This design comes from an exercise in tuning for small area on the open sky130 flow, not from production work.
Where RTL was checked, it was by simulation tests only, not by an equivalence proof against the original.
Only the layout flow was run in run 3; the RTL was not checked for function there.
Power and IR drop assume default switching activity.

`flow/design.v`:
```
module ppm_fa (input a, input b, input c, output s, output co);
    assign s  = a ^ b ^ c;
    assign co = (a & b) | (c & (a ^ b));
endmodule
module ppm_ha (input a, input b, output s, output co);
    assign s  = a ^ b;
    assign co = a & b;
endmodule
module ppm_maj (input a, input b, input c, output y);
    assign y = (a & b) | (c & (a | b));
endmodule
module ppm_and2 (input a, input b, output y);
    assign y = a & b;
endmodule
module ppm_aoi222 (input a1, input a2, input b1, input b2, input c1, input c2, output y);
    assign y = ~((a1 & a2) | (b1 & b2) | (c1 & c2));
endmodule
module ppm_nand2 (input a, input b, output y);
    assign y = ~(a & b);
endmodule
module ppm_nand3 (input a, input b, input c, output y);
    assign y = ~(a & b & c);
endmodule
module ppm_or2 (input a, input b, output y);
    assign y = a | b;
endmodule
module ppm_o21ai (input a1, input a2, input b, output y);
    assign y = ~((a1 | a2) & b);
endmodule
module ppm_nor3 (input a, input b, input c, output y);
    assign y = ~(a | b | c);
endmodule
module ppm_nor2 (input a, input b, output y);
    assign y = ~(a | b);
endmodule
module ppm_nor4 (input a, input b, input c, input d, output y);
    assign y = ~(a | b | c | d);
endmodule
module ppm_inv (input a, output y);
    assign y = ~a;
endmodule
module ppm_sel16h (input [15:0] sel, input [15:0] din, output u, output v);
    wire [5:0] t;
    genvar i;
    generate
        for (i = 0; i < 5; i = i + 1) begin : g_t
            ppm_aoi222 u_a (.a1(sel[3*i]), .a2(din[3*i]), .b1(sel[3*i+1]), .b2(din[3*i+1]),
                            .c1(sel[3*i+2]), .c2(din[3*i+2]), .y(t[i]));
        end
    endgenerate
    ppm_nand2 u_t5 (.a(sel[15]), .b(din[15]), .y(t[5]));
    ppm_nand3 u_u (.a(t[0]), .b(t[1]), .c(t[2]), .y(u));
    ppm_nand3 u_v (.a(t[3]), .b(t[4]), .c(t[5]), .y(v));
endmodule
module ppm_m3pair (input lo, input hi, output p, output n);
    assign p = lo & ~hi;
    assign n = hi & ~lo;
endmodule
module ppm_m3add (input p1, input n1, input p2, input n2, output p, output n);
    assign p = (p1 & ~p2 & ~n2) | (p2 & ~p1 & ~n1) | (n1 & n2);
    assign n = (n1 & ~p2 & ~n2) | (n2 & ~p1 & ~n1) | (p1 & p2);
endmodule
module ppm_width (input [15:0] ts, input [15:0] nprev, output [15:0] w);
    wire [16:0] gc;
    wire [16:0] wc;
    ppm_and2 u_g0 (.a(ts[0]), .b(nprev[0]), .y(gc[1]));
    genvar b;
    generate
        for (b = 1; b < 16; b = b + 1) begin : g_c
            ppm_maj u_m (.a(ts[b]), .b(nprev[b]), .c(gc[b]), .y(gc[b+1]));
        end
    endgenerate
    assign wc[0] = gc[16];
    generate
        for (b = 0; b < 16; b = b + 1) begin : g_s
            ppm_fa u_f (.a(ts[b]), .b(nprev[b]), .c(wc[b]), .s(w[b]), .co(wc[b+1]));
        end
    endgenerate
endmodule
module ppm_cls (input [15:0] w, output is_sync, output is_data);
    assign is_sync = (w > 16'd8000);
    assign is_data = (w >= 16'd1500) && (w <= 16'd4500);
endmodule
module ppm_dif (input [11:0] cap12, input [11:0] nprev12, output [12:0] dq);
    wire [12:0] sc;
    wire [12:0] d;
    assign d[0]  = ~(cap12[0] ^ nprev12[0]);
    ppm_or2 u_c1 (.a(cap12[0]), .b(nprev12[0]), .y(sc[1]));
    genvar b;
    generate
        for (b = 1; b < 12; b = b + 1) begin : g_d
            ppm_fa u_f (.a(cap12[b]), .b(nprev12[b]), .c(sc[b]), .s(d[b]), .co(sc[b+1]));
        end
    endgenerate
    assign d[12] = ~sc[12];
    wire [6:0] pp, pn;
    generate
        for (b = 0; b < 6; b = b + 1) begin : g_p
            ppm_m3pair u_p (.lo(d[2*b]), .hi(d[2*b+1]), .p(pp[b]), .n(pn[b]));
        end
    endgenerate
    wire [4:0] ap, an;
    ppm_m3add u_a0 (.p1(pp[0]), .n1(pn[0]), .p2(pp[1]), .n2(pn[1]), .p(ap[0]), .n(an[0]));
    ppm_m3add u_a1 (.p1(pp[2]), .n1(pn[2]), .p2(pp[3]), .n2(pn[3]), .p(ap[1]), .n(an[1]));
    ppm_m3add u_a2 (.p1(pp[4]), .n1(pn[4]), .p2(pp[5]), .n2(pn[5]), .p(ap[2]), .n(an[2]));
    ppm_m3add u_a3 (.p1(ap[0]), .n1(an[0]), .p2(ap[1]), .n2(an[1]), .p(ap[3]), .n(an[3]));
    wire mp, mn;                 
    ppm_m3add u_a4 (.p1(ap[3]), .n1(an[3]), .p2(ap[2]), .n2(an[2]), .p(ap[4]), .n(an[4]));
    assign mp = d[12] ? an[4] : ap[4];
    assign mn = d[12] ? ~(ap[4] | an[4]) : an[4];
    wire [2:0] adj;
    assign adj[2] = ~d[12] & (mp | mn);
    assign adj[1] = mp | (~d[12] & mn);
    assign adj[0] = ~d[12] ? mp : mn;
    wire [13:0] ac;
    ppm_ha u_h0 (.a(d[0]), .b(adj[0]), .s(dq[0]), .co(ac[1]));
    generate
        for (b = 1; b < 13; b = b + 1) begin : g_q
            ppm_fa u_f (.a(d[b]), .b(adj[(b < 2) ? b : 2]), .c(ac[b]), .s(dq[b]), .co(ac[b+1]));
        end
    endgenerate
endmodule
module ppmdec (
    input  wire        clk,
    input  wire        rst,
    input  wire        edge_valid,
    input  wire [15:0] edge_ts,
    input  wire        tick,
    input  wire        frame_ack,
    input  wire [7:0]  rd_idx,
    input  wire [63:0] ctl_in,
    output wire [15:0] rd_cap,
    output wire [15:0] rd_dif,
    output wire        rd_oob,
    output wire [31:0] status,
    output wire [7:0]  qual,
    output wire        failsafe,
    output wire        sig_ok,
    output wire        update_en,
    output wire        frame_ready,
    output wire [63:0] ctl_out,
    output reg  [2:0]  ev_class,
    output wire [15:0] ev_width
);
    localparam [10:0] ZERO_CODE = 11'h100;
    reg  [15:0] nprev;           
    reg  [4:0]  idx;             
    reg  [10:0] cap_c  [0:15];   
    reg  [10:0] prev_c [0:15];   
    reg         frame_rdy_q;
    reg  [7:0]  qual_q;
    genvar b, k;
    wire nrst;
    ppm_inv u_nrst (.a(rst), .y(nrst));
    wire [15:0] width;
    ppm_width u_width (.ts(edge_ts), .nprev(nprev), .w(width));
    wire is_sync, is_data;
    ppm_cls u_cls (.w(width), .is_sync(is_sync), .is_data(is_data));
    wire in_range = !idx[4];
    wire qinc     = edge_valid & is_data;
    wire do_store = qinc & in_range;
    wire fr_set   = do_store & (idx[3] | idx[2] | (idx[1] & idx[0]));
    always @(*) begin
        if (rst || !edge_valid)
            ev_class = 3'd0;
        else if (is_sync)
            ev_class = 3'd2;
        else if (!is_data)
            ev_class = 3'd1;
        else if (in_range)
            ev_class = 3'd3;
        else
            ev_class = 3'd4;
    end
    wire ev_on = edge_valid & ~rst;
    generate
        for (b = 0; b < 16; b = b + 1) begin : g_evw
            ppm_and2 u_a (.a(width[b]), .b(ev_on), .y(ev_width[b]));
        end
    endgenerate
    assign failsafe = (qual_q == 8'd0);
    wire [7:0] q_plus = qual_q + 8'd10;
    wire [7:0] q1  = qinc ? ((qual_q > 8'd190) ? 8'd200 : q_plus) : qual_q;
    wire       dec = tick & (qinc | ~failsafe);      
    wire [7:0] q2  = q1 - {7'd0, dec};
    wire [10:0] wcode;
    generate
        for (b = 0; b < 11; b = b + 1) begin : g_wc
            if (ZERO_CODE[b]) begin : g_one
                ppm_or2 u_o (.a(width[b+1]), .b(rst), .y(wcode[b]));
            end else begin : g_zero
                ppm_and2 u_a (.a(width[b+1]), .b(nrst), .y(wcode[b]));
            end
        end
    endgenerate
    wire        nprev_en = rst | edge_valid;
    wire [15:0] nprev_d;
    generate
        for (b = 0; b < 16; b = b + 1) begin : g_np
            ppm_nand2 u_n (.a(edge_ts[b]), .b(nrst), .y(nprev_d[b]));
        end
    endgenerate
    always @(posedge clk)
        if (nprev_en)
            nprev <= nprev_d;
    always @(posedge clk) begin
        if (rst) begin
            idx         <= 5'd0;
            frame_rdy_q <= 1'b0;
            qual_q      <= 8'd0;
        end else begin
            if (edge_valid) begin
                if (is_sync)
                    idx <= 5'd0;
                else if (do_store)
                    idx <= idx + 5'd1;
            end
            qual_q      <= q2;
            frame_rdy_q <= fr_set | (frame_rdy_q & ~frame_ack);
        end
    end
    wire [3:0] wna, wnb;
    generate
        for (k = 0; k < 4; k = k + 1) begin : g_wpre
            assign wna[k] = ~(do_store & (idx[1:0] == k));
            assign wnb[k] = ~(idx[3:2] == k);
        end
    endgenerate
    generate
        for (k = 0; k < 16; k = k + 1) begin : g_slot
            wire we;
            ppm_o21ai u_we (.a1(wna[k % 4]), .a2(wnb[k / 4]), .b(nrst), .y(we));
            always @(posedge clk) begin
                if (we) begin
                    cap_c[k]  <= wcode;
                    prev_c[k] <= cap_c[k];
                end
            end
        end
    endgenerate
    assign rd_oob = |rd_idx[7:4];
    wire [15:0] rsel;
    wire [3:0]  rna, rnb;
    generate
        for (k = 0; k < 4; k = k + 1) begin : g_rpre
            assign rna[k] = ~(rd_idx[1:0] == k);
            assign rnb[k] = ~(!rd_oob && (rd_idx[3:2] == k));
        end
        for (k = 0; k < 16; k = k + 1) begin : g_rsel
            ppm_nor2 u_s (.a(rna[k % 4]), .b(rnb[k / 4]), .y(rsel[k]));
        end
    endgenerate
    wire [10:0] cu, cv, pu, pv;
    generate
        for (b = 0; b < 11; b = b + 1) begin : g_rd
            wire [15:0] cbits, pbits;
            for (k = 0; k < 16; k = k + 1) begin : g_b
                assign cbits[k] = cap_c[k][b];
                assign pbits[k] = prev_c[k][b];
            end
            ppm_sel16h u_c (.sel(rsel), .din(cbits), .u(cu[b]), .v(cv[b]));
            ppm_sel16h u_p (.sel(rsel), .din(pbits), .u(pu[b]), .v(pv[b]));
        end
    endgenerate
    wire [10:0] rc;
    generate
        for (b = 0; b < 11; b = b + 1) begin : g_rc
            ppm_or2 u_o (.a(cu[b]), .b(cv[b]), .y(rc[b]));
        end
    endgenerate
    wire rc_zero = ~rc[10] & ~rc[9] & rc[8];
    wire nz      = ~(rd_oob | rc_zero);
    wire [11:0] cap12;
    ppm_nor4 u_c11 (.a(rc[10]), .b(rc[9]), .c(rc[8]), .d(rd_oob), .y(cap12[11]));
    assign cap12[10:9] = rc[10:9];
    assign cap12[8]    = rc[8] & (rc[10] | rc[9]);
    assign cap12[7:0]  = rc[7:0];
    wire [10:0] nrp;
    generate
        for (b = 0; b < 11; b = b + 1) begin : g_rp
            if (b == 8) begin : g_8
                ppm_nor3 u_n (.a(pu[b]), .b(pv[b]), .c(~nz), .y(nrp[b]));
            end else begin : g_o
                ppm_o21ai u_n (.a1(pu[b]), .a2(pv[b]), .b(nz), .y(nrp[b]));
            end
        end
    endgenerate
    wire [11:0] nprev12;
    ppm_nand3 u_p11 (.a(nrp[10]), .b(nrp[9]), .c(nrp[8]), .y(nprev12[11]));
    assign nprev12[10:9] = nrp[10:9];
    assign nprev12[8]    = nrp[8] | (nrp[10] & nrp[9]);
    assign nprev12[7:0]  = nrp[7:0];
    wire [12:0] dq;
    ppm_dif u_dif (.cap12(cap12), .nprev12(nprev12), .dq(dq));
    assign rd_cap = {4'd0, cap12};
    assign rd_dif = {{3{dq[12]}}, dq};
    assign qual        = qual_q;
    assign frame_ready = frame_rdy_q;
    assign sig_ok      = (qual_q > 8'd100);
    assign update_en   = frame_rdy_q & ~failsafe;
    assign status      = {12'd0, update_en, sig_ok, failsafe, frame_rdy_q, 3'd0, idx, qual_q};
    generate
        for (b = 0; b < 64; b = b + 1) begin : g_ctl
            ppm_and2 u_a (.a(ctl_in[b]), .b(~failsafe), .y(ctl_out[b]));
        end
    endgenerate
endmodule
```
`flow/flow/run.sh`:
```
#!/bin/bash
# Own layout flow: the standard ORFS flow (standard.sh) with three changes:
# - after synthesis, combinational cells are swapped to their smallest drive
#   strength (flow/downsize.tcl); later repair steps size up where needed;
# - the port buffers use the smallest buffer cell;
# - the clock tree is built from mid-size clock buffers in larger clusters,
#   without dummy loads.
set -euo pipefail
export POST_SYNTH_TCL="$(pwd)/flow/downsize.tcl"
export BUFFER_PORTS_ARGS="-buffer_cell sky130_fd_sc_hd__buf_1"
export CTS_ARGS="-sink_clustering_enable -repair_clock_nets -buf_list sky130_fd_sc_hd__clkbuf_8 -sink_clustering_size 18 -sink_clustering_max_diameter 150 -dont_use_dummy_load"
bash standard.sh finish > standard.log 2>&1
```
`flow/flow/downsize.tcl`:
```
# Run after synthesis (POST_SYNTH_TCL): swap each combinational cell for the
# smallest-area cell of the same family (same name up to the drive-strength
# suffix, hence the same function and pins). Registers, buffers and clock
# cells are left as synthesis made them; later repair steps size up again
# wherever timing, slew or capacitance needs it.
set db [ord::get_db]
set block [ord::get_db_block]
set n 0
foreach inst [$block getInsts] {
  set master [$inst getMaster]
  set name [$master getName]
  if {![regexp {^(sky130_fd_sc_hd__[a-z0-9]+)_([0-9]+)$} $name -> base drive]} { continue }
  if {[regexp {^sky130_fd_sc_hd__(s?e?df|dl|conb|clk|buf|tap|fill|decap|lpflow)} $name]} { continue }
  set best $master
  set best_area [expr {[$master getWidth] * [$master getHeight]}]
  foreach d {0 1 2} {
    set m [$db findMaster "${base}_$d"]
    if {$m eq "NULL" || $m eq ""} { continue }
    set a [expr {[$m getWidth] * [$m getHeight]}]
    if {$a < $best_area} {
      set best $m
      set best_area $a
    }
  }
  if {$best ne $master} {
    $inst swapMaster $best
    incr n
  }
}
puts "downsize: swapped $n cells to a smaller drive strength"
```
`flow/standard.sh`:
```
#!/bin/bash
# synth_recipe.tcl (not shown) runs the flow's synth.tcl, then flattens the netlist and writes it again
# the make line also repeats each setting of config.mk as NAME=value (left out here)
make -C /OpenROAD-flow-scripts/flow DESIGN_CONFIG=/design/flow/config.mk WORK_HOME=/design/flow/orfs CLKGATE_MAP_FILE= SYNTH_SCRIPT=/design/flow/synth_recipe.tcl "${@:-finish}"
```
`flow/config.mk`:
```
export PLATFORM = sky130hd
export DESIGN_NAME = ppmdec
export DESIGN_NICKNAME = ppmdec
export VERILOG_FILES = /design/flow/design.v
export SDC_FILE = /design/flow/constraint.sdc
export NUM_CORES = 4
export LEC_CHECK = 0
export ABC_AREA = 0
export ABC_CLOCK_PERIOD_IN_PS = 30000
export CAP_MARGIN = 20
export CORE_MARGIN = 2
export CORE_UTILIZATION = 40
export PLACE_DENSITY = 0.6
export SLEW_MARGIN = 20
export SYNTH_HIERARCHICAL = 1
export SYNTH_MINIMUM_KEEP_SIZE = 0
```
`flow/constraint.sdc`:
```
create_clock -name core_clock -period 30.0 [get_ports {clk}]
set_input_delay 6.0000 -clock core_clock [delete_from_list [all_inputs] [get_ports {clk}]]
set_output_delay 6.0000 -clock core_clock [all_outputs]
set_load 0.01 [all_outputs]
```
==> metrics.csv, run 1 <==
stage;metric;value;unit
global_routing;largest net degree at the start of global routing;68;
setup_path;Critical Path AT;20.50;ns
floorplanning;num rows;73;
global_routing;initial antenna violation count;0;
route;DRC viols;0;
yosys;Mapped Area;16200;um^2
global_routing;first-pass GRT wire length;59.9;mm
route;via/cell ratio;5.62;
layout;nets;1425;
power_and_ir_drop;internal power;837;uW
clocking;Worst-path clk slew;0.10;ns
global_routing;global route overflow;0;
power_and_ir_drop;sw frac;31.1;%
route;Detailed Route Iter0 Violations;1271;
setup_path;largest delay contributor family on the critical path;adder cells;
placed_design;Port-buffer cells;233;
setup_path;CP dominant cell by count;fa_1;
route;via count;10200;
clocking;CTS buffer count;25;
power_and_ir_drop;power per cell area;67.1;nW/um^2
clocking;CTS tree;done;
yosys;Syn Inst Count;1022;
yosys;register area share after synthesis;69.6;%
clocking;post-CTS resize count;0;
placed_design;GPL Wtd Cong;0.873;
status;status;finished clean;
sta;Worst-Margin Slew;0.976;ns
setup_path;CP bufs+invs;4;
floorplanning;Initial Util;40.6;%
global_routing;vias in the first global route;10000;
layout;P&R area growth vs syn;11.9;%
setup_path;CP endpoint kind;primary output;
setup_path;CP required;24.00;ns
route;total routed wirelength;40.3;mm
yosys;Chip Area, Yosys;16300;um^2
setup_path;critical path class;in2out;
clocking;Clock Tree Root;clkbuf_8;
layout;Finished Core Util;45.5;%
global_routing;Global Route Usage Sum;18.9;%
sta;final setup fails;0;
power_and_ir_drop;sequential share of power;57.1;%
yosys;Post-synth EDFFs;368;
placed_design;DP Worst Slack;3.57;ns
power_and_ir_drop;Clock Power Share;18.4;%
clocking;Clk Latency, worst-skew pair;0.58;ns
clocking;total clock sinks;382;
clocking;Hold-fix buffers, CTS;0;
floorplanning;die area;42100;um^2
job;Max-cap violations;0;
yosys;Yosys cell types;62;
clocking;Max clock buf depth;3;
clocking;Post-CTS Setup Repair Bufs;0;
setup_path;type of origin of the critical path;input port;
sta;period utilisation layout;88.3;%
sta;Max-slew headroom;34.8;%
route;post-route antenna net violation count;0;
yosys;Yosys warnings;9;
setup_path;slowest library cell on the worst path;or4_1;
setup_path;largest stage delay on the critical path;0.62;ns
power_and_ir_drop;reported net switching power;378;uW
sta;setup TNS;0;ns
sta;RSZ-0062 raised after global routing;no;
sta;Final min period;26.50;ns
power_and_ir_drop;combinational power share;24.5;%
power_and_ir_drop;standby leakage power;6.15;nW
floorplanning;Die Y;205;um
layout;fillers;3539;
power_and_ir_drop;Max rail drop VDD;78.5;uV
min_path;Hold Crit Class;reg2reg;
floorplanning;Die Width;205;um
yosys;Mean Syn Cell Area;15.8;um^2
yosys;post-synthesis register bit count;382;
sta;Fmax;0.0377;GHz
route;drt pass-1 iters;8;
sta;Slew Limit Fails;0;
sta;Setup WS post-layout;3.50;ns
route;WL/cell;22.3;um
yosys;asr flop ratio synth;0;%
placed_design;HPWL after DPL;27.4;mm
setup_path;CP Max Fanout;14;
sta;clk_skew;0.0739;ns
yosys;Main synth FF type;edfxtp_1;
layout;share of cells above drive strength 1;6.16;%
power_and_ir_drop;Overall Power;1.22;mW
clocking;H-tree levels;1;
floorplanning;core box area;39800;um^2
floorplanning;# IOs;253;
sta;final hold violation count;0;
layout;diode count;0;
-- layer usage --
layer	vias to the layer above	track usage, %	routed length [um]
met5	-	0	0
met4	0	5.29	978
met3	50	2.37	2910
met2	487	32.9	20100
met1	5036	25.1	16400
li1	4582	-	-
-- power by group through the flow --
stage	logic, mW	clock network [mW]	registers [mW]
global route	0.331	0.248	0.702
finish	0.298	0.223	0.694
detailed placement	0.301	0	0.707
global placement	0.299	0	0.704
CTS	0.303	0.230	0.695
floorplan	0.201	0	0.693
-- sequential cells by signal, indices dropped and copies added (netlist names) --
register     count
qual_q           8
prev_c         176
cap_c          176
idx              5
frame_rdy_q      1
nprev           16
-- area by class of cell --
| class | instances | area, um^2 | share of cell area, % |
|---|---|---|---|
| Sequential cell | 382 | 11300 | 62.6 |
| Multi-Input combinational cell | 600 | 4620 | 25.5 |
| Timing Repair Buffer | 266 | 1120 | 6.20 |
| Tap cell | 525 | 657 | 3.63 |
| Clock buffer | 25 | 344 | 1.90 |
| Inverter | 9 | 33.8 | 0.187 |
-- cell usage in the layout, fill, tap and decap left out, drive strengths merged, types with 7 or more instances in the layout --
cell type / n
edfxtp: 368
buf: 266
a222oi: 110
and2: 95
nand2: 61
nand3: 49
nor2: 44
fa: 39
o21ai: 32
clkbuf: 25
conb: 19
or2: 17
maj3: 15
dfxtp: 14
nor3b: 10
a221o: 10
ha: 9
inv: 9
nor2b: 8
nand2b: 8
a21oi: 7
xor2: 7
-- cells by family (layout without fill, tap and decap cells) --
family          after synthesis  after routing  synth area share, %
xor+xnor                      9              9                0.484
simple gates                323            323                 10.9
fa+ha+maj                    63             63                 6.52
buf+inv                      58            300                 2.37
flops                       382            382                 69.6
mux                           2              2                0.154
compound gates              184            184                 9.98
other cells                   1             19               0.0230
-- final timing paths --
path	startpoint	endpoint	slack [ns]	cells after the start
worst max-delay path	rd_idx[5]	rd_dif[15]	3.50	46
worst min-delay path	cap_c[15][2]	prev_c[15][2]	0.38	0
worst max register to register	nprev[0]	cap_c[7][4]	14.35	38
worst min register to register	cap_c[15][2]	prev_c[15][2]	0.38	0
-- cells in the mapped netlist (all sizes together) (7+ instances only) --
library cell | count | share of area, %
nand2 | 61 | 1.4
a221o | 10 | 0.61
fa | 39 | 4.8
a21oi | 7 | 0.22
edfxtp | 368 | 68
xor2 | 7 | 0.38
nand3 | 49 | 1.5
maj3 | 15 | 1.0
o21ai | 32 | 1.1
nor2b | 8 | 0.31
buf | 47 | 2.1
inv | 9 | 0.21
nor2 | 44 | 1.0
dfxtp | 14 | 1.7
a222oi | 110 | 6.8
or2 | 17 | 0.65
and2 | 95 | 3.7
ha | 9 | 0.69
nor3b | 10 | 0.46
nand2b | 8 | 0.31
-- through the flow --
stage	hold slack [ns]	area, um^2	std cells
finish	0.381	18100	1807
floorplan	0.425	16200	1040
detailed placement	0.432	17800	1782
global route	0.395	18100	1807
global placement	0.429	17800	1782
CTS	0.383	18100	1807
-- Yosys stat by module (local to each module, per instance), excerpt --
module	cells	copies in the design	flops+latches	cell area, um^2
ppm_aoi222	1	110	0	10.0
ppm_dif	6	1	0	43.8
ppm_fa	1	39	0	20.0
ppm_ha	1	1	0	12.5
ppm_m3add	5	5	0	38.8
ppm_m3pair	2	6	0	15.0
ppm_nand2	1	38	0	3.75
ppm_nand3	1	45	0	5.00
ppm_nor2	1	16	0	3.75
ppm_nor3	1	1	0	10.0
ppm_o21ai	1	26	0	5.00
==> run 2: changes to the inputs <==
--- a/flow/flow/run.sh
+++ b/flow/flow/run.sh
@@ -10,3 +10,3 @@
 export BUFFER_PORTS_ARGS="-buffer_cell sky130_fd_sc_hd__buf_1"
-export CTS_ARGS="-sink_clustering_enable -repair_clock_nets -buf_list sky130_fd_sc_hd__clkbuf_8 -sink_clustering_size 18 -sink_clustering_max_diameter 150 -dont_use_dummy_load"
+export CTS_ARGS="-sink_clustering_enable -repair_clock_nets -buf_list {sky130_fd_sc_hd__clkbuf_4 sky130_fd_sc_hd__clkbuf_8} -sink_clustering_size 12 -sink_clustering_max_diameter 100 -dont_use_dummy_load"
 bash standard.sh finish > standard.log 2>&1
==> metrics.csv, run 2 <==
stage;metric;value;unit;change
sta;final setup fails;0;;unchanged
floorplanning;core box area;39800;um^2;unchanged
layout;fillers;3528;;was 3539
layout;nets;1437;;was 1425
setup_path;Critical Path AT;20.59;ns;was 20.50 ns
route;total routed wirelength;40.5;mm;was 40.3 mm
setup_path;CP required;24.00;ns;about the same
route;post-route antenna net violation count;0;;unchanged
setup_path;CP endpoint kind;primary output;;unchanged
global_routing;initial antenna violation count;0;;unchanged
sta;Fmax;0.0376;GHz;was 0.0377 GHz
clocking;H-tree levels;2;;was 1
yosys;Chip Area, Yosys;16300;um^2;unchanged
route;DRC viols;0;;unchanged
sta;period utilisation layout;88.6;%;was 88.3%
layout;P&R area growth vs syn;12.9;%;was 11.9%
clocking;total clock sinks;382;;unchanged
setup_path;CP Max Fanout;14;;unchanged
clocking;Worst-path clk slew;0.08;ns;was 0.10 ns
yosys;most numerous cell in the Yosys netlist;edfxtp_1;;unchanged
yosys;asr flop ratio synth;0;%;unchanged
route;via count;10200;;about the same
clocking;Clock Tree Root;clkbuf_8;;unchanged
sta;Final min period;26.59;ns;was 26.50 ns
job;Max-cap violations;0;;unchanged
clocking;Clk Latency, worst-skew pair;0.55;ns;was 0.58 ns
floorplanning;Die Y;205;um;unchanged
yosys;top post-synthesis cells by area;edfxtp_1, a222oi_1, fa_1, and2_1, buf_4;;unchanged
sta;Max-slew headroom;34.5;%;was 34.8%
layout;share of cells above drive strength 1;7.03;%;was 6.16%
floorplanning;die area;42100;um^2;unchanged
power_and_ir_drop;Max rail drop VDD;79.0;uV;was 78.5 uV
layout;most frequent cells in the layout;edfxtp_1, buf_1, a222oi_1;;unchanged
floorplanning;# IOs;253;;unchanged
power_and_ir_drop;power per cell area;69.0;nW/um^2;was 67.1 nW/um^2
sta;Slew Limit Fails;0;;unchanged
yosys;Mapped Area;16200;um^2;unchanged
setup_path;CP bufs+invs;4;;unchanged
yosys;post-synthesis register bit count;382;;unchanged
yosys;Synth area leader;edfxtp_1;;unchanged
layout;Non-Filler Instances;1819;;was 1807
yosys;Mean Syn Cell Area;15.8;um^2;unchanged
layout;commonest non-fill, non-tap cell in the layout;edfxtp_1;;unchanged
placed_design;DP Worst Slack;3.57;ns;unchanged
placed_design;HPWL after DPL;27.4;mm;unchanged
setup_path;critical path class;in2out;;unchanged
sta;setup TNS;0;ns;unchanged
clocking;Post-CTS Setup Repair Bufs;0;;unchanged
placed_design;GPL Wtd Cong;0.873;;unchanged
placed_design;Post-DP Area;17800;um^2;unchanged
global_routing;first-pass GRT wire length;60.0;mm;was 59.9 mm
floorplanning;Die Width;205;um;unchanged
floorplanning;Initial Util;40.6;%;unchanged
clocking;CTS buffer count;37;;was 25
yosys;Main synth FF type;edfxtp_1;;unchanged
global_routing;Global Route Usage Sum;19.1;%;was 18.9%
route;Detailed Route Iter0 Violations;1313;;was 1271
clocking;Hold-fix buffers, CTS;0;;unchanged
status;status;finished clean;;unchanged
yosys;Yosys warnings;9;;unchanged
placed_design;Port-buffer cells;233;;unchanged
setup_path;largest stage delay on the critical path;0.62;ns;about the same
route;drt pass-1 iters;6;;was 8
global_routing;vias in the first global route;10000;;about the same
yosys;Yosys cell types;62;;unchanged
layout;Finished Core Util;45.9;%;was 45.5%
sta;final hold violation count;0;;unchanged
route;via/cell ratio;5.63;;was 5.62
sta;clk_skew;0.0517;ns;was 0.0739 ns
sta;Setup WS post-layout;3.41;ns;was 3.50 ns
yosys;top cells by count, synth;edfxtp_1, a222oi_1, and2_1;;unchanged
power_and_ir_drop;standby leakage power;6.24;nW;was 6.15 nW
clocking;CTS tree;done;;unchanged
clocking;post-CTS resize count;0;;unchanged
setup_path;CP dominant cell by count;fa_1;;unchanged
yosys;post-synth top area share;67.9;%;unchanged
setup_path;largest delay contributor family on the critical path;adder cells;;unchanged
global_routing;global route overflow;0;;unchanged
layout;diode count;0;;unchanged
sta;RSZ-0062 raised after global routing;no;;unchanged
placed_design;placed insts;1782;;unchanged
route;WL/cell;22.3;um;about the same
yosys;register area share after synthesis;69.6;%;unchanged
min_path;Hold Crit Class;reg2reg;;unchanged
layout;FF/Latch Area;11300;um^2;unchanged
setup_path;slowest library cell on the worst path;or4_1;;unchanged
yosys;Syn Inst Count;1022;;unchanged
layout;multi-input logic area;4620;um^2;unchanged
sta;Worst-Margin Slew;0.978;ns;was 0.976 ns
setup_path;type of origin of the critical path;input port;;unchanged
clocking;Max clock buf depth;3;;unchanged
layout;Design Area, Final;18300;um^2;was 18100 um^2
global_routing;largest net degree at the start of global routing;68;;unchanged
layout;Largest regs;cap_c x176, prev_c x176, nprev x16;;unchanged
yosys;Post-synth EDFFs;368;;unchanged
floorplanning;num rows;73;;unchanged
## run 2: changes by cell type in the layout (fill, tap and decap cells not counted)
cell / delta
clkbuf_8: +12
## run 2: logic make-up (layout without fill, tap and decap cells)
family / count (synthesis) / after routing / synth area share (%)
AND/OR/NAND/NOR: 323 / 323 / 10.9
XOR/XNOR: 9 / 9 / 0.484
adder cells (fa/ha/maj): 63 / 63 / 6.52
other: 1 / 19 / 0.0230
buffers and inverters: 58 / 312 / 2.37
AO/OA/AOI/OAI: 184 / 184 / 9.98
multiplexers: 2 / 2 / 0.154
flip-flops: 382 / 382 / 69.6
## run 2: path summary, 6_finish.rpt
path,from,to,slack [ns],cells past startpoint
hold reg to reg,cap_c[12][1],prev_c[12][1],0.41,0
setup / recovery,rd_idx[5],rd_dif[15],3.41,46
setup reg to reg,nprev[0],prev_c[7][4],14.40,38
hold / removal,cap_c[12][1],prev_c[12][1],0.41,0
## run 2: through the flow
stage / total power, mW / hold WS (ns)
detailed placement: 1.01 / 0.432
floorplan: 0.894 / 0.425
global route: 1.33 / 0.428
finish: 1.26 / 0.410
CTS: 1.27 / 0.410
global placement: 1.00 / 0.429
## run 2: metal layers
metal | up-vias | GRT usage (%) | part of all wire [%]
li1 | 4600 | - | -
met1 | 5121 | 24.9 | 41
met2 | 468 | 33.0 | 50
met3 | 56 | 3.10 | 7.1
met4 | 0 | 5.50 | 2.3
met5 | - | 0 | 0
## run 2: where the power goes
group | internal, mW | switching (mW) | total [mW]
clock network | 0.110 | 0.158 | 0.268
registers | 0.659 | 0.0355 | 0.694
logic | 0.104 | 0.194 | 0.298
total | 0.873 | 0.387 | 1.26
## run 2: Yosys stat by module (local to each module, per instance), a selection
module / cells / area, um^2 / flops+latches
ppm_m3pair: 2 / 15.0 / 0
ppm_maj: 1 / 11.3 / 0
ppm_fa: 1 / 20.0 / 0
ppm_aoi222: 1 / 10.0 / 0
ppm_o21ai: 1 / 5.00 / 0
ppm_or2: 1 / 6.26 / 0
ppm_nor2: 1 / 3.75 / 0
ppm_nand2: 1 / 3.75 / 0
ppm_dif: 6 / 43.8 / 0
## run 2: cell type report
| cell class | count | share of cell area [%] |
|---|---|---|
| multi-input combinational | 600 | 25.3 |
| timing repair buffer | 266 | 6.14 |
| tap | 525 | 3.60 |
| clock buffer | 37 | 2.79 |
| inverter | 9 | 0.185 |
| sequential | 382 | 62.0 |
==> run 3: changes to the inputs <==
--- a/flow/design.v
+++ b/flow/design.v
@@ -241,3 +241,3 @@
     assign rd_oob = |rd_idx[7:4];
-    wire [15:0] rsel;
+    wire [15:0] rsel, rselp;
     wire [3:0]  rna, rnb;
@@ -250,2 +250,3 @@
             ppm_nor2 u_s (.a(rna[k % 4]), .b(rnb[k / 4]), .y(rsel[k]));
+            ppm_nor2 u_t (.a(rna[k % 4]), .b(rnb[k / 4]), .y(rselp[k]));
         end
@@ -261,3 +262,3 @@
             ppm_sel16h u_c (.sel(rsel), .din(cbits), .u(cu[b]), .v(cv[b]));
-            ppm_sel16h u_p (.sel(rsel), .din(pbits), .u(pu[b]), .v(pv[b]));
+            ppm_sel16h u_p (.sel(rselp), .din(pbits), .u(pu[b]), .v(pv[b]));
         end
--- a/flow/flow/run.sh
+++ b/flow/flow/run.sh
@@ -10,3 +10,3 @@
 export BUFFER_PORTS_ARGS="-buffer_cell sky130_fd_sc_hd__buf_1"
-export CTS_ARGS="-sink_clustering_enable -repair_clock_nets -buf_list {sky130_fd_sc_hd__clkbuf_4 sky130_fd_sc_hd__clkbuf_8} -sink_clustering_size 12 -sink_clustering_max_diameter 100 -dont_use_dummy_load"
+export CTS_ARGS="-sink_clustering_enable -repair_clock_nets -buf_list sky130_fd_sc_hd__clkbuf_8 -sink_clustering_size 16 -sink_clustering_max_diameter 150 -dont_use_dummy_load"
 bash standard.sh finish > standard.log 2>&1
==> metrics.csv, run 3 <==
stage;metric;value;unit;change
clocking;Clock Tree Root;clkbuf_8;;unchanged
global_routing;initial antenna violation count;0;;unchanged
route;DRC viols;0;;unchanged
layout;nets;1452;;was 1437
global_routing;met3 Use GR;3.28;%;was 3.10%
yosys;Yosys warnings;9;;unchanged
status;status;finished clean;;unchanged
layout;commonest non-fill, non-tap cell in the layout;edfxtp_1;;unchanged
route;WL/cell;22.8;um;was 22.3 um
global_routing;vias in the first global route;9873;;was 10000
yosys;post-synthesis register bit count;382;;unchanged
power_and_ir_drop;sequential share of power;56.7;%;was 55.1%
global_routing;grt peak-use layer;met2;;unchanged
setup_path;CP bufs+invs;3;;was 4
floorplanning;Die Width;205;um;about the same
clocking;H-tree levels;1;;was 2
power_and_ir_drop;Max rail drop VDD;111;uV;was 79.0 uV
layout;Design Area, Final;18200;um^2;was 18300 um^2
global_routing;met2 usage;32.0;%;was 33.0%
clocking;Max clock buf depth;3;;unchanged
setup_path;CP Max Fanout;11;;was 14
placed_design;GPL Wtd Cong;0.860;;was 0.873
layout;fillers;3494;;was 3528
power_and_ir_drop;standby leakage power;6.22;nW;was 6.24 nW
global_routing;first-pass GRT wire length;61.3;mm;was 60.0 mm
clocking;Hold-fix buffers, CTS;0;;unchanged
setup_path;largest stage delay on the critical path;0.71;ns;was 0.62 ns
setup_path;CP required;24.00;ns;about the same
sta;Slew Limit Fails;0;;unchanged
sta;period utilisation layout;89.0;%;was 88.6%
sta;clk_skew;0.0381;ns;was 0.0517 ns
sta;setup TNS;0;ns;unchanged
yosys;Yosys cell types;62;;unchanged
power_and_ir_drop;Overall Power;1.22;mW;was 1.26 mW
clocking;CTS buffer count;27;;was 37
layout;P&R area growth vs syn;12.3;%;was 12.9%
min_path;Hold Crit Class;reg2reg;;unchanged
clocking;Clk Latency, worst-skew pair;0.59;ns;was 0.55 ns
clocking;CTS tree;done;;unchanged
sta;Fmax;0.0375;GHz;was 0.0376 GHz
power_and_ir_drop;reported net switching power;381;uW;was 387 uW
placed_design;Port-buffer cells;233;;unchanged
yosys;most numerous cell in the Yosys netlist;edfxtp_1;;unchanged
setup_path;slowest library cell on the worst path;nor2_1;;was or4_1
yosys;Post-synth EDFFs;368;;unchanged
yosys;Mean Syn Cell Area;15.6;um^2;was 15.8 um^2
floorplanning;die area;42200;um^2;was 42100 um^2
setup_path;Critical Path AT;20.69;ns;was 20.59 ns
sta;final setup fails;0;;unchanged
layout;share of cells above drive strength 1;6.88;%;was 7.03%
setup_path;CP dominant cell by count;fa_1;;unchanged
floorplanning;# IOs;253;;unchanged
route;total routed wirelength;41.9;mm;was 40.5 mm
yosys;asr flop ratio synth;0;%;unchanged
route;post-route antenna net violation count;0;;unchanged
sta;Setup WS post-layout;3.31;ns;was 3.41 ns
yosys;register area share after synthesis;69.3;%;was 69.6%
placed_design;DP Worst Slack;3.40;ns;was 3.57 ns
sta;Final min period;26.69;ns;was 26.59 ns
global_routing;largest net degree at the start of global routing;68;;unchanged
yosys;Synth area leader;edfxtp_1;;unchanged
floorplanning;core box area;39900;um^2;was 39800 um^2
sta;Max-slew headroom;36.3;%;was 34.5%
clocking;Worst-path clk slew;0.10;ns;was 0.08 ns
yosys;Chip Area, Yosys;16300;um^2;about the same
clocking;total clock sinks;382;;unchanged
setup_path;Worst path depth;45;;was 46
sta;final hold violation count;0;;unchanged
power_and_ir_drop;Clock Power Share;18.9;%;was 21.3%
clocking;post-CTS resize count;0;;unchanged
floorplanning;Initial Util;40.7;%;was 40.6%
placed_design;Post-DP Area;17900;um^2;was 17800 um^2
layout;most frequent cells in the layout;edfxtp_1, buf_1, a222oi_1;;unchanged
yosys;top post-synthesis cells by area;edfxtp_1, a222oi_1, fa_1, and2_1, buf_4;;unchanged
job;Max-cap violations;0;;unchanged
setup_path;cell count of the worst reg-to-reg path;39;;was 38
route;via/cell ratio;5.62;;was 5.63
route;drt pass-1 iters;6;;unchanged
floorplanning;num rows;73;;unchanged
global_routing;global route overflow;0;;unchanged
power_and_ir_drop;power per cell area;67.1;nW/um^2;was 69.0 nW/um^2
setup_path;R2R Setup Slk;14.35;ns;was 14.40 ns
placed_design;HPWL after DPL;30.1;mm;was 27.4 mm
sta;Worst-Margin Slew;0.952;ns;was 0.978 ns
clocking;Post-CTS Setup Repair Bufs;0;;unchanged
layout;Largest regs;cap_c x176, prev_c x176, nprev x16;;unchanged
route;via count;10300;;was 10200
power_and_ir_drop;combinational power share;24.5;%;was 23.6%
min_path;Hold Crit Depth;0;;unchanged
layout;diode count;0;;unchanged
floorplanning;Die Y;205;um;about the same
yosys;Main synth FF type;edfxtp_1;;unchanged
setup_path;CP endpoint kind;primary output;;unchanged
route;Detailed Route Iter0 Violations;1130;;was 1313
setup_path;critical path class;in2out;;unchanged
yosys;Mapped Area;16200;um^2;about the same
global_routing;GR Layer Usage met1;27.5;%;was 24.9%
setup_path;type of origin of the critical path;input port;;unchanged
global_routing;Global Route Usage Sum;19.6;%;was 19.1%
yosys;post-synth top area share;67.6;%;was 67.9%
power_and_ir_drop;sw frac;31.1;%;was 30.7%
yosys;Syn Inst Count;1038;;was 1022
yosys;top cells by count, synth;edfxtp_1, a222oi_1, and2_1;;unchanged
sta;RSZ-0062 raised after global routing;no;;unchanged
setup_path;largest delay contributor family on the critical path;adder cells;;unchanged
power_and_ir_drop;internal power;843;uW;was 873 uW
[run 3: cell count changes after synthesis]
cell,before,now
nor2_1,44,60
[run 3: final timing paths]
kind	from	end
worst min register to register	cap_c[6][10]	prev_c[6][10]
worst min-delay path	cap_c[6][10]	prev_c[6][10]
worst max register to register	nprev[0]	cap_c[6][10]
worst max-delay path	rd_idx[5]	rd_dif[13]
[run 3: power by group through the flow]
stage	Clock, mW	Combinational [mW]	Sequential [mW]
detailed placement	0	0.304	0.706
finish	0.231	0.300	0.694
global route	0.254	0.333	0.701
global placement	0	0.300	0.704
floorplan	0	0.201	0.693
CTS	0.238	0.306	0.694
[run 3: stage by stage]
| stage | instances | util (%) | hold WS [ns] |
|---|---|---|---|
| after global routing | 1834 | 45.7 | 0.456 |
| after global placement | 1807 | 44.7 | 0.428 |
| after detailed placement | 1807 | 44.7 | 0.433 |
| after CTS | 1834 | 45.7 | 0.438 |
| after floorplan | 1056 | - | 0.425 |
| final | 1834 | 45.7 | 0.439 |
[run 3: final cells by class]
| class | count | area [um^2] | share of cell area [%] |
|---|---|---|---|
| tap | 525 | 657 | 3.60 |
| clock buffer | 27 | 372 | 2.04 |
| inverter | 9 | 33.8 | 0.185 |
| sequential | 382 | 11300 | 62.1 |
| timing repair buffer | 275 | 1190 | 6.52 |
| multi-input combinational | 616 | 4650 | 25.5 |
[run 3: per-layer routing]
layer  up-vias  wire length (um)
met2       536             19600
met1      5069             17500
met3        44              3800
li1       4651                 -
met4         0               964
met5         -                 0
[run 3: cell families after synthesis]
family,after synthesis,share of synthesized area [%]
compound gates,184,9.94
xor+xnor,9,0.482
fa+ha+maj,63,6.50
buf+inv,58,2.37
flops,382,69.3
mux,2,0.153
other cells,1,0.0229
simple gates,339,11.2
[run 3: per-module statistics from Yosys, one instance, submodules excluded, a selection]
module / times used / cells inside
ppm_nand2: 38 / 1
ppm_ha: 1 / 1
ppm_aoi222: 110 / 1
ppm_m3add: 5 / 5
ppm_nor2: 32 / 1
ppm_inv: 1 / 1
==> run 4: changes to the inputs <==
--- a/flow/design.v
+++ b/flow/design.v
@@ -189,5 +189,5 @@
             if (ZERO_CODE[b]) begin : g_one
-                ppm_or2 u_o (.a(width[b+1]), .b(rst), .y(wcode[b]));
+                ppm_or2 u_o (.a(ev_width[b+1]), .b(rst), .y(wcode[b]));
             end else begin : g_zero
-                ppm_and2 u_a (.a(width[b+1]), .b(nrst), .y(wcode[b]));
+                assign wcode[b] = ev_width[b+1];
             end
@@ -241,3 +241,3 @@
     assign rd_oob = |rd_idx[7:4];
-    wire [15:0] rsel, rselp;
+    wire [15:0] rsel;
     wire [3:0]  rna, rnb;
@@ -250,3 +250,2 @@
             ppm_nor2 u_s (.a(rna[k % 4]), .b(rnb[k / 4]), .y(rsel[k]));
-            ppm_nor2 u_t (.a(rna[k % 4]), .b(rnb[k / 4]), .y(rselp[k]));
         end
@@ -262,3 +261,3 @@
             ppm_sel16h u_c (.sel(rsel), .din(cbits), .u(cu[b]), .v(cv[b]));
-            ppm_sel16h u_p (.sel(rselp), .din(pbits), .u(pu[b]), .v(pv[b]));
+            ppm_sel16h u_p (.sel(rsel), .din(pbits), .u(pu[b]), .v(pv[b]));
         end
==> metrics.csv, run 4 <==
stage;metric;value;unit;change
status;status;finished clean;;unchanged
placed_design;DP Worst Slack;3.47;ns;was 3.40 ns
clocking;Clk Latency, worst-skew pair;0.59;ns;about the same
layout;most frequent cells in the layout;edfxtp_1, buf_1, a222oi_1;;unchanged
floorplanning;die area;42100;um^2;was 42200 um^2
layout;P&R area growth vs syn;11.6;%;was 12.3%
sta;final hold violation count;0;;unchanged
yosys;top cells by count, synth;edfxtp_1, a222oi_1, and2_1;;unchanged
sta;Setup WS post-layout;3.42;ns;was 3.31 ns
clocking;Post-CTS Setup Repair Bufs;0;;unchanged
yosys;top post-synthesis cells by area;edfxtp_1, a222oi_1, fa_1, and2_1, buf_4;;unchanged
layout;diode count;0;;unchanged
layout;Largest regs;cap_c x176, prev_c x176, nprev x16;;unchanged
sta;Fmax;0.0376;GHz;was 0.0375 GHz
sta;Final Hold Slack;0.444;ns;was 0.439 ns
sta;Slew Limit Fails;0;;unchanged
yosys;Synth area leader;edfxtp_1;;unchanged
route;drt pass-1 iters;7;;was 6
yosys;Main synth FF type;edfxtp_1;;unchanged
power_and_ir_drop;Max rail drop VDD;89.3;uV;was 111 uV
power_and_ir_drop;power per cell area;65.5;nW/um^2;was 67.1 nW/um^2
clocking;Hold-fix buffers, CTS;0;;unchanged
global_routing;largest net degree at the start of global routing;67;;was 68
yosys;post-synthesis register bit count;382;;unchanged
yosys;asr flop ratio synth;0;%;unchanged
yosys;Chip Area, Yosys;16300;um^2;about the same
setup_path;Reg-to-Reg End;prev_c[8][3];;was cap_c[6][10]
floorplanning;core box area;39800;um^2;was 39900 um^2
clocking;CTS tree;done;;unchanged
route;post-route antenna net violation count;0;;unchanged
power_and_ir_drop;Overall Power;1.18;mW;was 1.22 mW
floorplanning;Initial Util;40.6;%;was 40.7%
sta;RSZ-0062 raised after global routing;no;;unchanged
route;via count;10100;;was 10300
yosys;post-synth top area share;67.8;%;was 67.6%
clocking;total clock sinks;382;;unchanged
yosys;Mapped Area;16200;um^2;about the same
setup_path;worst r2r src;nprev[0];;unchanged
sta;Final min period;26.58;ns;was 26.69 ns
setup_path;R2R Setup Slk;14.37;ns;was 14.35 ns
min_path;Hold Crit Class;reg2reg;;unchanged
route;via/cell ratio;5.63;;was 5.62
setup_path;CP dominant cell by count;fa_1;;unchanged
sta;Max-slew headroom;36.2;%;was 36.3%
setup_path;CP Max Fanout;12;;was 11
yosys;most numerous cell in the Yosys netlist;edfxtp_1;;unchanged
global_routing;initial antenna violation count;0;;unchanged
setup_path;CP endpoint kind;primary output;;unchanged
setup_path;critical path class;in2out;;unchanged
yosys;Mean Syn Cell Area;15.8;um^2;was 15.6 um^2
layout;share of cells above drive strength 1;6.82;%;was 6.88%
floorplanning;Die Y;205;um;about the same
setup_path;cell count of the worst reg-to-reg path;38;;was 39
global_routing;Global Route Usage Sum;18.9;%;was 19.6%
job;Max-cap violations;0;;unchanged
floorplanning;num rows;73;;unchanged
placed_design;GPL Wtd Cong;0.890;;was 0.860
setup_path;slowest library cell on the worst path;nor2_1;;unchanged
route;WL/cell;22.3;um;was 22.8 um
global_routing;first-pass GRT wire length;59.8;mm;was 61.3 mm
global_routing;vias in the first global route;9860;;was 9873
sta;period utilisation layout;88.6;%;was 89.0%
setup_path;CP required;24.00;ns;about the same
clocking;Max clock buf depth;3;;unchanged
min_path;hold endpoint;prev_c[6][3];;was prev_c[6][10]
clocking;post-CTS resize count;0;;unchanged
route;total routed wirelength;40.2;mm;was 41.9 mm
clocking;Clock Tree Root;clkbuf_8;;unchanged
placed_design;Port-buffer cells;233;;unchanged
yosys;register area share after synthesis;69.5;%;was 69.3%
floorplanning;Die Width;205;um;about the same
clocking;Worst-path clk slew;0.10;ns;about the same
sta;clk_skew;0.0413;ns;was 0.0381 ns
setup_path;Critical Path AT;20.58;ns;was 20.69 ns
route;Detailed Route Iter0 Violations;1299;;was 1130
yosys;Yosys warnings;9;;unchanged
sta;setup TNS;0;ns;unchanged
sta;Worst-Margin Slew;0.953;ns;was 0.952 ns
layout;nets;1418;;was 1452
placed_design;Post-DP Area;17700;um^2;was 17900 um^2
setup_path;largest stage delay on the critical path;0.70;ns;was 0.71 ns
clocking;CTS buffer count;27;;unchanged
placed_design;HPWL after DPL;27.1;mm;was 30.1 mm
layout;commonest non-fill, non-tap cell in the layout;edfxtp_1;;unchanged
yosys;Syn Inst Count;1022;;was 1038
setup_path;type of origin of the critical path;input port;;unchanged
min_path;Hold Crit Depth;0;;unchanged
floorplanning;# IOs;253;;unchanged
power_and_ir_drop;standby leakage power;6.20;nW;was 6.22 nW
route;DRC viols;0;;unchanged
layout;Design Area, Final;18100;um^2;was 18200 um^2
yosys;Post-synth EDFFs;368;;unchanged
sta;final setup fails;0;;unchanged
global_routing;global route overflow;0;;unchanged
yosys;Yosys cell types;62;;unchanged
clocking;H-tree levels;1;;unchanged
min_path;Hold Crit Start;cap_c[6][3];;was cap_c[6][10]
run 4: cell types whose count changed in the layout (fill, tap and decap cells not counted):
cell and delta:
and2_1 -10, buf_4 -8, nor2_1 -21, nor2_2 +5, o21ai_2 -1, o21ai_4 +1
run 4: area by class of cell:
cell class / count / area, um^2
repair buffers: 267 / 1130
multi-input cells: 590 / 4550
clock buffers: 27 / 372
fillers: 3604 / 21700
flip-flops and latches: 382 / 11300
well taps: 525 / 657
inverters: 9 / 33.8
run 4: critical path, delay by kind of cell:
family	cells	cell delay (ns)
AO/OA/AOI/OAI	4	0.80
multiplexers	1	0.29
buffers and inverters	4	0.83
adder cells (fa/ha/maj)	24	9.60
AND/OR/NAND/NOR	14	3.07
run 4: how the worst max path moves through the flow:
stage | from | endpoint | slack [ns] | cells after the start
floorplan | rd_idx[5] | rd_dif[13] | 4.38 | 44
global placement | rd_idx[5] | rd_dif[13] | 3.85 | 47
detailed placement | rd_idx[5] | rd_dif[15] | 3.47 | 47
CTS | rd_idx[5] | rd_dif[15] | 3.48 | 47
global route | rd_idx[5] | rd_dif[12] | 2.66 | 47
finish | rd_idx[5] | rd_dif[15] | 3.42 | 47
run 4: kinds of logic after synthesis:
group,synth area share (%)
AOI/OAI and AO/OA,9.97
xor gates and xnor gates,0.484
adders and majority gates,6.52
muxes,0.154
and+or+nand+nor,10.5
buffers and inverters,2.83
DFF,69.5
other,0.0230
run 4: through the flow:
| step | std cells | utilization, % |
|---|---|---|
| after floorplan | 1040 | - |
| after global placement | 1773 | 44.5 |
| after detailed placement | 1773 | 44.5 |
| after CTS | 1800 | 45.4 |
| after global routing | 1800 | 45.4 |
| final | 1800 | 45.4 |
run 4: modules after synthesis (local to each module, per instance), excerpt:
module | cells inside | flip-flops and latches | area, um^2 | times used
ppm_nor2 | 1 | 0 | 3.75 | 16
ppm_fa | 1 | 0 | 20.0 | 39
ppm_maj | 1 | 0 | 11.3 | 15
ppm_m3add | 5 | 0 | 38.8 | 5
ppm_nor3 | 1 | 0 | 10.0 | 1
ppm_inv | 1 | 0 | 3.75 | 1
ppm_aoi222 | 1 | 0 | 10.0 | 110
ppm_or2 | 1 | 0 | 6.26 | 13
ppm_cls | 20 | 0 | 126 | 1
ppm_m3pair | 2 | 0 | 15.0 | 6
ppm_nor4 | 1 | 0 | 12.5 | 1
run 4: power breakdown:
part           switching, mW  internal (mW)  total (mW)
Clock                  0.151         0.0807       0.232
Sequential            0.0291          0.637       0.667
Combinational          0.184          0.100       0.284
run 4: routing by layer:
metal / track usage [%] / wire [um]
met1: 25.2 / 16100
met2: 33.1 / 19900
met5: 0 / 0
met3: 2.55 / 3390
met4: 4.21 / 771
==> run 5: changes to the inputs <==
--- a/flow/design.v
+++ b/flow/design.v
@@ -189,5 +189,5 @@
             if (ZERO_CODE[b]) begin : g_one
-                ppm_or2 u_o (.a(ev_width[b+1]), .b(rst), .y(wcode[b]));
+                ppm_or2 u_o (.a(width[b+1]), .b(rst), .y(wcode[b]));
             end else begin : g_zero
-                assign wcode[b] = ev_width[b+1];
+                ppm_and2 u_a (.a(width[b+1]), .b(nrst), .y(wcode[b]));
             end
==> flow/run.sh (new file) <==
#!/bin/bash
# synth_recipe.tcl (not shown) runs the flow's synth.tcl, then flattens the netlist and writes it again
# the make line also repeats each setting of config.mk as NAME=value (left out here)
make -C /OpenROAD-flow-scripts/flow DESIGN_CONFIG=/design/flow/config.mk WORK_HOME=/design/flow/orfs CLKGATE_MAP_FILE= SYNTH_SCRIPT=/design/flow/synth_recipe.tcl finish
--- a/flow/config.mk
+++ b/flow/config.mk
@@ -12,2 +12,5 @@
 export CORE_UTILIZATION = 40
+export CTS_BUF_LIST = sky130_fd_sc_hd__clkbuf_8
+export CTS_CLUSTER_DIAMETER = 150
+export CTS_CLUSTER_SIZE = 16
 export PLACE_DENSITY = 0.6
removed: flow/flow/run.sh
removed: flow/flow/downsize.tcl
removed: flow/standard.sh
==> metrics.csv, run 5 <==
stage;metric;value;unit;change
status;status;finished clean;;unchanged
layout;Largest regs;cap_c x176, prev_c x176, nprev x16;;unchanged
route;WL/cell;23.0;um;was 22.3 um
setup_path;slowest library cell on the worst path;or4_1;;was nor2_1
yosys;Yosys warnings;9;;unchanged
floorplanning;Die Width;206;um;was 205 um
setup_path;CP dominant cell by count;fa_1;;unchanged
global_routing;met3 Use GR;3.06;%;was 2.55%
yosys;Main synth FF type;edfxtp_1;;unchanged
power_and_ir_drop;power per cell area;68.6;nW/um^2;was 65.5 nW/um^2
power_and_ir_drop;Max rail drop VDD;69.2;uV;was 89.3 uV
layout;nets;1429;;was 1418
setup_path;CP endpoint kind;primary output;;unchanged
sta;Max-slew headroom;36.7;%;was 36.2%
layout;most frequent cells in the layout;edfxtp_1, clkdlybuf4s50_1, a222oi_1;;was edfxtp_1, buf_1, a222oi_1
min_path;Hold Crit Class;reg2reg;;unchanged
yosys;asr flop ratio synth;0;%;unchanged
clocking;H-tree levels;1;;unchanged
placed_design;Post-DP Area;19300;um^2;was 17700 um^2
sta;final setup fails;0;;unchanged
global_routing;global route overflow;0;;unchanged
yosys;register area share after synthesis;69.6;%;was 69.5%
global_routing;largest net degree at the start of global routing;54;;was 67
route;total routed wirelength;42.2;mm;was 40.2 mm
global_routing;GR Layer Usage met1;28.8;%;was 25.2%
route;post-route antenna net violation count;0;;unchanged
floorplanning;Die Y;206;um;was 205 um
sta;RSZ-0062 raised after global routing;no;;unchanged
floorplanning;Initial Util;40.8;%;was 40.6%
route;via count;10100;;about the same
sta;Final min period;26.73;ns;was 26.58 ns
yosys;top post-synthesis cells by area;edfxtp_1, a222oi_1, fa_1, and2_1, buf_4;;unchanged
yosys;post-synthesis register bit count;382;;unchanged
global_routing;grt peak-use layer;met2;;unchanged
floorplanning;die area;42300;um^2;was 42100 um^2
setup_path;type of origin of the critical path;input port;;unchanged
floorplanning;core box area;39900;um^2;was 39800 um^2
placed_design;HPWL after DPL;29.2;mm;was 27.1 mm
clocking;Clk Latency, worst-skew pair;0.62;ns;was 0.59 ns
layout;P&R area growth vs syn;21.4;%;was 11.6%
route;via/cell ratio;5.53;;was 5.63
yosys;Mapped Area;16300;um^2;was 16200 um^2
yosys;top cells by count, synth;edfxtp_1, a222oi_1, and2_1;;unchanged
min_path;Hold Crit Depth;0;;unchanged
clocking;Post-CTS Setup Repair Bufs;0;;unchanged
sta;Final Hold Slack;0.438;ns;was 0.444 ns
job;Max-cap violations;0;;unchanged
clocking;Clock Tree Root;clkbuf_8;;unchanged
yosys;Mean Syn Cell Area;15.9;um^2;was 15.8 um^2
yosys;Yosys cell types;62;;unchanged
sta;period utilisation layout;89.1;%;was 88.6%
global_routing;initial antenna violation count;0;;unchanged
route;drt pass-1 iters;6;;was 7
setup_path;CP Max Fanout;22;;was 12
sta;Worst-Margin Slew;0.947;ns;was 0.953 ns
yosys;post-synth top area share;67.9;%;was 67.8%
setup_path;cell count of the worst reg-to-reg path;43;;was 38
layout;diode count;0;;unchanged
sta;setup TNS;0;ns;unchanged
setup_path;critical path class;in2out;;unchanged
floorplanning;num rows;73;;unchanged
route;DRC viols;0;;unchanged
yosys;Post-synth EDFFs;368;;unchanged
route;Detailed Route Iter0 Violations;1122;;was 1299
clocking;post-CTS resize count;0;;unchanged
yosys;Syn Inst Count;1022;;unchanged
layout;share of cells above drive strength 1;9.10;%;was 6.82%
setup_path;largest stage delay on the critical path;0.67;ns;was 0.70 ns
placed_design;Port-buffer cells;233;;unchanged
clocking;CTS tree;done;;unchanged
power_and_ir_drop;standby leakage power;6.96;nW;was 6.20 nW
sta;Fmax;0.0374;GHz;was 0.0376 GHz
floorplanning;# IOs;253;;unchanged
global_routing;met2 usage;31.2;%;was 33.1%
sta;final hold violation count;0;;unchanged
placed_design;GPL Wtd Cong;0.857;;was 0.890
layout;commonest non-fill, non-tap cell in the layout;edfxtp_1;;unchanged
clocking;Hold-fix buffers, CTS;0;;unchanged
clocking;Worst-path clk slew;0.11;ns;was 0.10 ns
clocking;Max clock buf depth;3;;unchanged
global_routing;Global Route Usage Sum;19.7;%;was 18.9%
global_routing;vias in the first global route;9982;;was 9860
sta;clk_skew;0.0407;ns;was 0.0413 ns
layout;Design Area, Final;19800;um^2;was 18100 um^2
yosys;Synth area leader;edfxtp_1;;unchanged
clocking;CTS buffer count;27;;unchanged
setup_path;Critical Path AT;20.73;ns;was 20.58 ns
setup_path;CP required;24.00;ns;about the same
sta;Slew Limit Fails;0;;unchanged
global_routing;first-pass GRT wire length;62.2;mm;was 59.8 mm
clocking;total clock sinks;382;;unchanged
yosys;most numerous cell in the Yosys netlist;edfxtp_1;;unchanged
==> run 5: cell types whose count changed in the layout (fill, tap and decap cells not counted), moves of 2 or more <==
| cell | before | now |
|---|---|---|
| maj3_2 | 0 | 15 |
| and2b_1 | 6 | 0 |
| maj3_1 | 15 | 0 |
| o21ai_2 | 14 | 16 |
| nor2_2 | 5 | 0 |
| and2b_2 | 0 | 6 |
| clkdlybuf4s50_1 | 0 | 233 |
| inv_1 | 8 | 28 |
| nor2_1 | 39 | 44 |
| buf_1 | 233 | 0 |
| and2_1 | 84 | 94 |
==> run 5: logic make-up after synthesis <==
| family | count (synthesis) | synth area share, % |
|---|---|---|
| buf+inv | 58 | 2.37 |
| flops | 382 | 69.6 |
| other cells | 1 | 0.0230 |
| compound gates | 184 | 9.98 |
| simple gates | 323 | 10.9 |
| fa+ha+maj | 63 | 6.52 |
| xor+xnor | 9 | 0.484 |
| mux | 2 | 0.154 |
==> run 5: cell type report <==
type / count / area [um^2]
Fill cell: 3396 / 20100
Sequential cell: 382 / 11300
Multi-Input combinational cell: 600 / 4690
Timing Repair Buffer: 268 / 2590
Tap cell: 525 / 657
Clock buffer: 27 / 372
Clock inverter: 22 / 90.1
Inverter: 9 / 33.8
==> run 5: modules after synthesis, one instance, submodules excluded, a selection <==
module,cells,copies in the design,flip-flops and latches
ppm_cls,20,1,0
ppm_nand3,1,45,0
ppm_nor2,1,16,0
ppm_or2,1,13,0
ppm_nor3,1,1,0
ppm_inv,1,1,0
ppm_fa,1,39,0
ppm_nand2,1,38,0
==> run 5: routing by layer <==
metal	vias to the layer above	share of wire (%)
met2	514	47
met3	40	8.6
met5	-	0
li1	4606	-
met4	0	1.8
met1	4977	43
==> run 5: path summary, 6_finish.rpt <==
kind	startpoint	to	slack, ns
setup / recovery	rd_idx[5]	rd_dif[15]	3.27
hold reg to reg	cap_c[10][10]	prev_c[10][10]	0.44
setup reg to reg	nprev[0]	qual_q[7]	15.13
hold / removal	cap_c[10][10]	prev_c[10][10]	0.44
==> run 5: power breakdown <==
group,internal [mW],switching [mW]
registers,0.659,0.0361
clock network,0.0851,0.159
logic,0.218,0.199
==> run 5: stage by stage <==
stage / power, mW / setup slack [ns] / utilization (%) / std cells
final: 1.36 / 3.27 / 49.5 / 1833
after global routing: 1.43 / 2.53 / 49.5 / 1833
after CTS: 1.37 / 3.33 / 49.5 / 1833
after floorplan: 0.900 / 4.36 / - / 1040
after global placement: 1.13 / 3.59 / 48.4 / 1784
after detailed placement: 1.13 / 3.36 / 48.4 / 1784
==> run 5: worst max-delay path, delay by kind of cell <==
kind,cells,cell delay (ns)
compound gates,4,0.83
simple gates,13,2.51
fa+ha+maj,24,9.52
mux,1,0.25
buf+inv,5,1.58

-- re-timing with driven ports --
Ports are ideal in the flow. The routed layouts listed here were re-timed in OpenROAD. Step 1 sets driving cells, clkbuf_16 on the clock port and buf_2 on the other inputs (assumed; they add their load-dependent delay and slew). Step 2 times the ports against the registers' clock, not the clock port: input delays grow and output delays shrink by t, the midpoint of the rising clock arrivals with the driver on. Three values: ideal ports, drivers, drivers and shift; two values: the first two.
run | shift t [ns] | setup WS [ns] | clock arrival spread, ns | cell pins on the clock port's net
run 1 | 0.593 | 3.504 / 3.482 / 3.482 | 0.074 / 0.074 | 1
run 2 | 0.570 | 3.407 / 3.385 / 3.385 | 0.054 / 0.053 | 1
run 3 | 0.623 | 3.310 / 3.290 / 3.290 | 0.038 / 0.038 | 1
run 4 | 0.621 | 3.417 / 3.398 / 3.398 | 0.041 / 0.041 | 1
run 5 | 0.647 | 3.266 / 3.238 / 3.238 | 0.041 / 0.041 | 1
After both steps every run listed still meets setup and hold. The setup slack of run 5, which loses most, moves by -0.028 ns with the drivers and by -0.028 ns with both steps.
